From an optimization exercise on the open Yosys and OpenROAD flow, aimed at small area, a short achievable clock period and few clock cycles per item; shortcuts taken in it are not production practice.
Only simulation tests tie the RTL to the original design; equivalence was not proved.

==> run B: inputs <==
==> flow/design.v <==
module gf_engine (
    input  wire        clk,
    input  wire        rst,         
    input  wire        fa_we,
    input  wire [12:0] fa_wdata,
    input  wire        fb_we,
    input  wire [12:0] fb_wdata,
    output wire [12:0] fa,
    output wire [12:0] fb,
    output wire [12:0] fr,
    input  wire        cmd_valid,
    input  wire [31:0] cmd_word,
    output wire [7:0]  status
);
    reg [12:0] fa_r;
    reg [12:0] fb_r;
    reg [12:0] fr_r;
    reg        done_r;          
    reg        err_r;           
    assign fa     = fa_r;
    assign fb     = fb_r;
    assign fr     = fr_r;
    assign status = {3'b000, err_r, err_r, 1'b0, done_r, 1'b0};
    wire [12:0] fa4;
    gf_engine_sq2 u_sq2 (.a(fa_r), .y(fa4));
    wire [12:0] opa;
    gf_engine_sel u_sel (.s0(cmd_word[0]), .a0(fa_r), .s1(cmd_word[1]), .a1(fa4), .y(opa));
    wire [168:0] mcol;
    gf_engine_mcols u_mcols (.b(fb_r), .m(mcol));
    wire [12:0] prod;
    genvar gi, gk;
    generate
        for (gk = 0; gk < 13; gk = gk + 1) begin : g_row
            wire [12:0] m;
            for (gi = 0; gi < 13; gi = gi + 1) begin : g_m
                assign m[gi] = mcol[13*gi + gk];
            end
            gf_engine_dot13 u_dot (.m(m), .a(opa), .y(prod[gk]));
        end
    endgenerate
    wire cmd_hi0     = (cmd_word[31:2] == 30'd0);
    wire is_gfmul    = cmd_hi0 && (cmd_word[1:0] == 2'b01);
    wire is_gfsq2mul = cmd_hi0 && (cmd_word[1:0] == 2'b10);
    wire legal       = is_gfmul | is_gfsq2mul;
    always @(posedge clk) begin
        if (rst) begin
            fa_r   <= 13'd0;
            fb_r   <= 13'd0;
            fr_r   <= 13'd0;
            done_r <= 1'b0;
            err_r  <= 1'b0;
        end else begin
            if (fa_we) fa_r <= fa_wdata;
            if (fb_we) fb_r <= fb_wdata;
            if (cmd_valid) begin
                done_r <= legal;
                err_r  <= !legal;
                if (legal) fr_r <= prod;
            end
        end
    end
endmodule
module gf_engine_sq2 (
    input  wire [12:0] a,
    output wire [12:0] y
);
    function [12:0] gf_sq;
        input [12:0] v;
        reg   [12:0] col;
        reg   [12:0] acc;
        integer i;
        begin
            col = 13'd1;
            acc = 13'd0;
            for (i = 0; i < 25; i = i + 1) begin
                if (i % 2 == 0)
                    acc = acc ^ (col & {13{v[i/2]}});
                col = {col[11:0], 1'b0} ^ {8'd0, col[12], col[12], 1'b0, col[12], col[12]};
            end
            gf_sq = acc;
        end
    endfunction
    assign y = gf_sq(gf_sq(a));
endmodule
module gf_engine_sel (
    input  wire        s0,
    input  wire [12:0] a0,
    input  wire        s1,
    input  wire [12:0] a1,
    output wire [12:0] y
);
    assign y = ({13{s0}} & a0) | ({13{s1}} & a1);
endmodule
module gf_engine_mcols (
    input  wire [12:0]  b,
    output wire [168:0] m
);
    wire [12:0] col [0:12];
    assign col[0] = b;
    genvar gi;
    generate
        for (gi = 1; gi < 13; gi = gi + 1) begin : g_col
            assign col[gi] = {col[gi-1][11:0], 1'b0}
                           ^ {8'd0, col[gi-1][12], col[gi-1][12], 1'b0, col[gi-1][12], col[gi-1][12]};
        end
        for (gi = 0; gi < 13; gi = gi + 1) begin : g_out
            assign m[13*gi +: 13] = col[gi];
        end
    endgenerate
endmodule
module gf_engine_dot13 (
    input  wire [12:0] m,
    input  wire [12:0] a,
    output wire        y
);
    assign y = ^(m & a);
endmodule
==> flow/flow/run.sh <==
#!/bin/bash
# Own layout flow: the standard flow (standard.sh), with two changes to
# how the layout is made:
#  * the port buffers that the standard flow inserts on every input and
#    output are sky130_fd_sc_hd__buf_1 instead of the default choice
#    (the resizer may still upsize them where timing needs it);
#  * the 3-input XOR/XNOR cells are added to the platform's don't-use list,
#    so that synthesis builds the XOR trees from faster 2-input cells.
# Everything else (synthesis script, floorplan, power grid, tap cells,
# placement, CTS, routing) is the standard flow unchanged.
set -euo pipefail
cd "$(dirname "$0")/.."

PLATFORM_DONT_USE="sky130_fd_sc_hd__probe_p_8 sky130_fd_sc_hd__probec_p_8 \
sky130_fd_sc_hd__lpflow_bleeder_1 sky130_fd_sc_hd__lpflow_clkbufkapwr_1 \
sky130_fd_sc_hd__lpflow_clkbufkapwr_16 sky130_fd_sc_hd__lpflow_clkbufkapwr_2 \
sky130_fd_sc_hd__lpflow_clkbufkapwr_4 sky130_fd_sc_hd__lpflow_clkbufkapwr_8 \
sky130_fd_sc_hd__lpflow_clkinvkapwr_1 sky130_fd_sc_hd__lpflow_clkinvkapwr_16 \
sky130_fd_sc_hd__lpflow_clkinvkapwr_2 sky130_fd_sc_hd__lpflow_clkinvkapwr_4 \
sky130_fd_sc_hd__lpflow_clkinvkapwr_8 sky130_fd_sc_hd__lpflow_decapkapwr_12 \
sky130_fd_sc_hd__lpflow_decapkapwr_3 sky130_fd_sc_hd__lpflow_decapkapwr_4 \
sky130_fd_sc_hd__lpflow_decapkapwr_6 sky130_fd_sc_hd__lpflow_decapkapwr_8 \
sky130_fd_sc_hd__lpflow_inputiso0n_1 sky130_fd_sc_hd__lpflow_inputiso0p_1 \
sky130_fd_sc_hd__lpflow_inputiso1n_1 sky130_fd_sc_hd__lpflow_inputiso1p_1 \
sky130_fd_sc_hd__lpflow_inputisolatch_1 sky130_fd_sc_hd__lpflow_isobufsrc_1 \
sky130_fd_sc_hd__lpflow_isobufsrc_16 sky130_fd_sc_hd__lpflow_isobufsrc_2 \
sky130_fd_sc_hd__lpflow_isobufsrc_4 sky130_fd_sc_hd__lpflow_isobufsrc_8 \
sky130_fd_sc_hd__lpflow_isobufsrckapwr_16 \
sky130_fd_sc_hd__lpflow_lsbuf_lh_hl_isowell_tap_1 \
sky130_fd_sc_hd__lpflow_lsbuf_lh_hl_isowell_tap_2 \
sky130_fd_sc_hd__lpflow_lsbuf_lh_hl_isowell_tap_4 \
sky130_fd_sc_hd__lpflow_lsbuf_lh_isowell_4 \
sky130_fd_sc_hd__lpflow_lsbuf_lh_isowell_tap_1 \
sky130_fd_sc_hd__lpflow_lsbuf_lh_isowell_tap_2 \
sky130_fd_sc_hd__lpflow_lsbuf_lh_isowell_tap_4"
EXTRA_DONT_USE="sky130_fd_sc_hd__xor3_1 sky130_fd_sc_hd__xor3_2 sky130_fd_sc_hd__xor3_4 \
sky130_fd_sc_hd__xnor3_1 sky130_fd_sc_hd__xnor3_2 sky130_fd_sc_hd__xnor3_4"

bash standard.sh finish \
    "DONT_USE_CELLS=$PLATFORM_DONT_USE $EXTRA_DONT_USE" \
    "BUFFER_PORTS_ARGS=-buffer_cell sky130_fd_sc_hd__buf_1" \
    > flow_make.log 2>&1
==> flow/standard.sh <==
#!/bin/bash
# synth_recipe.tcl (not shown) runs the flow's synth.tcl, then flattens the netlist and writes it again
# the make line also repeats each setting of config.mk as NAME=value (left out here)
make -C /OpenROAD-flow-scripts/flow DESIGN_CONFIG=/design/flow/config.mk WORK_HOME=/design/flow/orfs CLKGATE_MAP_FILE= SYNTH_SCRIPT=/design/flow/synth_recipe.tcl "${@:-finish}"
==> flow/config.mk <==
export PLATFORM = sky130hd
export DESIGN_NAME = gf_engine
export DESIGN_NICKNAME = gf_engine
export VERILOG_FILES = /design/flow/design.v
export SDC_FILE = /design/flow/constraint.sdc
export NUM_CORES = 4
export LEC_CHECK = 0
export CAP_MARGIN = 20
export CORE_MARGIN = 2
export CORE_UTILIZATION = 40
export CTS_BUF_LIST = sky130_fd_sc_hd__clkbuf_8
export PLACE_DENSITY = 0.6
export SETUP_SLACK_MARGIN = 2.4
export SLEW_MARGIN = 20
export SYNTH_HIERARCHICAL = 1
export SYNTH_MINIMUM_KEEP_SIZE = 0
==> flow/constraint.sdc <==
create_clock -name core_clock -period 5.0 [get_ports {clk}]
set_input_delay 1.0000 -clock core_clock [delete_from_list [all_inputs] [get_ports {clk}]]
set_output_delay 1.0000 -clock core_clock [all_outputs]
set_load 0.01 [all_outputs]
==> inputs of run D, as changes to run B <==
--- a/flow/config.mk
+++ b/flow/config.mk
@@ -12,3 +12,3 @@
 export PLACE_DENSITY = 0.6
-export SETUP_SLACK_MARGIN = 2.4
+export SETUP_SLACK_MARGIN = 2.0
 export SLEW_MARGIN = 20
==> summary.txt <==
Run B completed with no timing, DRC or antenna violations. Run D ran to the end with no violations.
Count of clock-buffer cells in the layout is the same in run D and run B.
Between run B and run D, the lower global-route usage is in run D (gap 0.26 points).
In synthesized cell count, run D and run B do not differ.
Sequential cell count is the same in run B and run D.
In run D the sequential share of layout area is higher than in run B, by 0.58 points.
Non-clock buffer count: run B is higher than run D (7).
Of run B and run D, run B has the higher first-iteration DRC count (gap 7.1%, measured against run D).
Testbench counts of run B, summed over its fixed seeds: cycles 4,800, ops 2,400.
Testbench counts of run D, summed over its fixed seeds: cycles 4,800, ops 2,400.

==> port drivers added, routing unchanged <==
The flow's constraints put no driver on any port. The routed layouts listed below were extracted and timed again, unchanged, in two steps. Step 1 (the two cells are an assumption about what drives the block):
set clk [get_ports {clk}]
set_driving_cell -lib_cell sky130_fd_sc_hd__clkbuf_16 $clk
set_driving_cell -lib_cell sky130_fd_sc_hd__buf_2 [delete_from_list [all_inputs] $clk]
Step 2 adds t to the input delays and takes it off the output delays; t is the mean of the earliest and latest rising clock arrival at the registers after step 1. Input paths then give back, and output paths get back, about the clock's delay inside the block. Slacks: ideal ports / drivers / drivers and shift; pairs: ideal ports / drivers.
run	shift t [ns]	setup WS [ns]	slew at the worst register clock pin (ns)
run B	0.349	2.544 / 2.544 / 2.212	0.08 / 0.08
run D	0.348	2.250 / 2.255 / 1.907	0.08 / 0.08
After both steps every run listed still meets setup and hold. The setup slack of run D, which loses most, moves by +0.005 ns with the drivers and by -0.343 ns with both steps.
